Context: an optimization exercise on an open-source flow, tuned for a short achievable clock period and few clock cycles per item. The choices shown serve that exercise and are no tape-out recipe. The RTL was checked by simulation tests, not by an equivalence proof against the original design. Power figures rest on the tool's default switching activity, not on a simulated workload.

## cedar
==> flow/design.v (excerpt) <==
module ap2_core (
    input  wire        clk,
    input  wire        rst,           
    input  wire        start,         
    input  wire [16:0] image_end,     
    output wire        mem_req,
    output wire        mem_we,
    output wire [15:0] mem_addr,
    output wire [15:0] mem_wdata,
    input  wire [15:0] mem_rdata,
    input  wire        mem_ready,
    output wire        done,          
    output wire [1:0]  stop_reason,   
    output wire [15:0] r0,
    output wire [15:0] r1,
    output wire [15:0] r2,
    output wire [15:0] r3,
    output wire [15:0] r4,
    output wire [15:0] r5,
    output wire [15:0] r6,
    output wire [15:0] r7,
    output wire [15:0] pc_out,
    output wire [15:0] sp_out,
    output wire        flag_c,
    output wire        flag_ov,
    output wire        flag_z,
    output wire        flag_s
);
Size: roughly 3,800 cells after synthesis, about 240 I/O pins.
Settings: LEC_CHECK=0, CAP_MARGIN=30, CORE_MARGIN=2, CORE_UTILIZATION=40, SLEW_MARGIN=20; clock period 10.0 ns.
standard.sh (not shown) runs the stock make flow with config.mk's settings and CLKGATE_MAP_FILE= SYNTH_SCRIPT=/design/flow/synth_recipe.tcl, a recipe that flattens the netlist after the stock synthesis.
==> flow/flow/run.sh <==
#!/bin/bash
set -euo pipefail
bash standard.sh SETUP_SLACK_MARGIN=7.5 finish > orfs_make.log 2>&1
Testbench counts of cedar, summed over its fixed seeds: cycles 62,666, instrs 48,662.
#### Input delta (maple over cedar)
diff --git a/flow/config.mk b/flow/config.mk
--- a/flow/config.mk
+++ b/flow/config.mk
@@ -6,5 +6,5 @@
 export NUM_CORES = 4
 export LEC_CHECK = 0
-export CAP_MARGIN = 30
+export CAP_MARGIN = 20
 export CORE_MARGIN = 2
 export CORE_UTILIZATION = 40
### Flow results
maple has completed all stages; timing, DRC and antenna checks passed. Against cedar as the reference, maple delivers a lower met2 global-route usage. Leakage power summed over all cells: cedar and maple compared, higher one is cedar. The run showing the smaller number of non-clock buffers in the layout is maple. The measured slew at the worst slew-check pin number comes out higher for cedar vs maple.

---

== old ==
ap2_core, a different RTL version from the one above (not shown whole).
Size in the first run: ~590 flip-flops, about 240 I/O pins, about 35,000 µm² of cells after synthesis.
export LEC_CHECK = 0
export CAP_MARGIN = 30
export CORE_MARGIN = 2
export CORE_UTILIZATION = 40
export SLEW_MARGIN = 20
create_clock -name core_clock -period 10.0 [get_ports {clk}]
==> flow/flow/run.sh <==
#!/bin/bash
set -euo pipefail
bash standard.sh SETUP_SLACK_MARGIN=7.2 finish > orfs_make.log 2>&1
Testbench counts of old, summed over its fixed seeds: cycles 62,666, instrs 48,662.
What new does differently from old at the input level:
==> flow/flow/run.sh <==
#!/bin/bash
set -euo pipefail
bash standard.sh SETUP_SLACK_MARGIN=7.5 finish > orfs_make.log 2>&1
Notes after the runs:
- Comparing old and new, the lower reported net switching power is on old.
- Against old, new comes in 1 higher on count of buffering cells on the critical path with inverters included.
- Iteration-0 DRC count of the detailed router improves in new relative to old.
- old → new: worst setup slack climbed 6.0 ps, routed wire length climbed 3.0%, clock skew barely changed, time the worst path needs with I/O delays and setup dropped 6.0 ps.
- reg -> reg as the startpoint-to-endpoint class of the critical path was reported by new, and reg -> out by old.
- The share of cell area taken by multi-input logic gates on old is in line with that on new.
- On final worst-path cycle share, old tracks new almost exactly.

---

## run D
Another version of the RTL of ap2_core (not shown whole).
For scale: roughly 3,800 cells after synthesis, roughly 560 flip-flops, about 240 I/O pins.
Settings: LEC_CHECK=0, CAP_MARGIN=20, CORE_MARGIN=2, CORE_UTILIZATION=40, SLEW_MARGIN=20; clock period 10.0 ns.
==> flow/flow/run.sh <==
#!/bin/bash
set -euo pipefail
bash standard.sh SETUP_SLACK_MARGIN=7.0 finish > orfs_make.log 2>&1
Run D: full flow OK, the timing, DRC and antenna checks passed
Testbench counts of run D, summed over its fixed seeds: cycles 62,666, instrs 48,662.
What run X does differently from run D at the input level:
==> flow/flow/run.sh <==
#!/bin/bash
set -euo pipefail
bash standard.sh SETUP_SLACK_MARGIN=7.5 finish > orfs_make.log 2>&1
Notes after the runs:
Run X finished all stages; the layout is clean. Layout overhead on the synthesized area ends up higher on run X. | register area | run D vs run X | ≈ equal |. Initial antenna violation count, run D and run X: larger value in run X. As far as number of violations reported at the end of detailed-routing iteration 0 is concerned, run X and run D perform about the same. Between run D and run X, maximum frequency is higher for run X, run D comes in under that. [run X vs run D] placed cell count: lower in run X. Run D has lower setup slack than run X. Between run X and run D, it is run X whose shortest period the worst path allows is lower, by 0.092 ns. Wire length (lower): run D. Post-detailed-route via-to-cell ratio in run X vs run D: up about 1.2%. Side by side, final area turned out higher in run X than in run D.

---

Setup of oak:
Another version of the RTL of ap2_core (not shown whole).
Size in the first run: ~2500 cells after synthesis, about 340 flip-flops, about 240 I/O pins, roughly 25000 um^2 of cells after synthesis.
==> flow/config.mk <==
export PLATFORM = sky130hd
export DESIGN_NAME = ap2_core
export DESIGN_NICKNAME = ap2_core
export VERILOG_FILES = /design/flow/design.v
export SDC_FILE = /design/flow/constraint.sdc
export NUM_CORES = 4
export LEC_CHECK = 0
export CAP_MARGIN = 20
export CORE_MARGIN = 2
export CORE_UTILIZATION = 40
export SLEW_MARGIN = 20
==> flow/constraint.sdc <==
create_clock -name core_clock -period 10.0 [get_ports {clk}]
set_input_delay 2.0000 -clock core_clock [delete_from_list [all_inputs] [get_ports {clk}]]
set_output_delay 2.0000 -clock core_clock [all_outputs]
set_load 0.01 [all_outputs]
==> flow/flow/run.sh <==
#!/bin/bash
set -euo pipefail
bash standard.sh SETUP_SLACK_MARGIN=7.5 finish > orfs_make.log 2>&1
Testbench counts of oak, summed over its fixed seeds: cycles 64,858, instrs 48,662.
Setup changes, oak to pine
==> flow/run.sh (new file) <==
#!/bin/bash
# synth_recipe.tcl (not shown) runs the flow's synth.tcl, then flattens the netlist and writes it again
# the make line also repeats each setting of config.mk as NAME=value (left out here)
make -C /OpenROAD-flow-scripts/flow DESIGN_CONFIG=/design/flow/config.mk WORK_HOME=/design/flow/orfs CLKGATE_MAP_FILE= SYNTH_SCRIPT=/design/flow/synth_recipe.tcl finish
removed: flow/flow/run.sh
removed: flow/standard.sh
==> comparison <==
- [pine vs oak] clock buffer count in the final layout: higher in pine
- Die outline area came out exactly the same in pine and oak.
- There was hardly any difference in sequential power between pine and oak.
[inputs] birch vs pine
Settings: SETUP_SLACK_MARGIN: unset -> 5.
Results
- Both conditions hold for birch: the flow ran to the end and the final layout passed the timing, DRC and antenna checks.
- Relative to pine, routed wire length has increased by 1.4% in birch.
- | flip-flop and latch share of the layout cell area | pine vs birch | ≈ equal |
- Re combined flip-flop and latch cell area: no difference whatsoever between birch and pine.
- As far as maximum buffer depth of the clock tree goes, pine and birch are indistinguishable; the numbers are identical.

## port drivers added, routing unchanged
The flow's constraints put no driver on any port. The routed layouts listed below were extracted and timed again, unchanged, in two steps.
Step 1, drivers: a clkbuf_16 drives clk and a buf_2 each remaining input, both assumed.
Step 2, shift: input delay + t, output delay - t, t = (earliest + latest rising clock arrival at the registers) / 2. This alone moves slack from input paths to output paths.
Three values: ideal ports, drivers, drivers and shift; two values: the first two.
| run | shift t [ns] | slack for setup (ns) | worst hold slack (ns) | worst data-port slew with drivers (ns) |
|---|---|---|---|---|
| cedar | 0.708 | 6.716 / 6.656 / 6.296 | 0.432 / 0.432 / 0.432 | 0.07 |
| maple | 0.686 | 6.660 / 6.660 / 6.343 | 0.446 / 0.446 / 0.446 | 0.07 |
| old | 0.704 | 6.755 / 6.679 / 6.375 | 0.474 / 0.474 / 0.474 | 0.05 |
| new | 0.710 | 6.761 / 6.688 / 6.421 | 0.475 / 0.475 / 0.475 | 0.16 |
| run D | 0.689 | 6.588 / 6.588 / 6.174 | 0.484 / 0.484 / 0.484 | 0.12 |
| run X | 0.697 | 6.680 / 6.680 / 6.149 | 0.452 / 0.452 / 0.452 | 0.23 |
| oak | 0.659 | 5.783 / 5.783 / 5.783 | 0.487 / 0.487 / 0.487 | 0.09 |
| pine | 0.650 | 4.828 / 4.828 / 4.828 | 0.495 / 0.495 / 0.495 | 0.09 |
| birch | 0.643 | 5.242 / 5.242 / 5.242 | 0.466 / 0.466 / 0.466 | 0.08 |
After both steps setup and hold are still met in every run listed. The setup slack of run X, which loses most, moves by 0.000 ns with the drivers and by -0.531 ns with both steps.
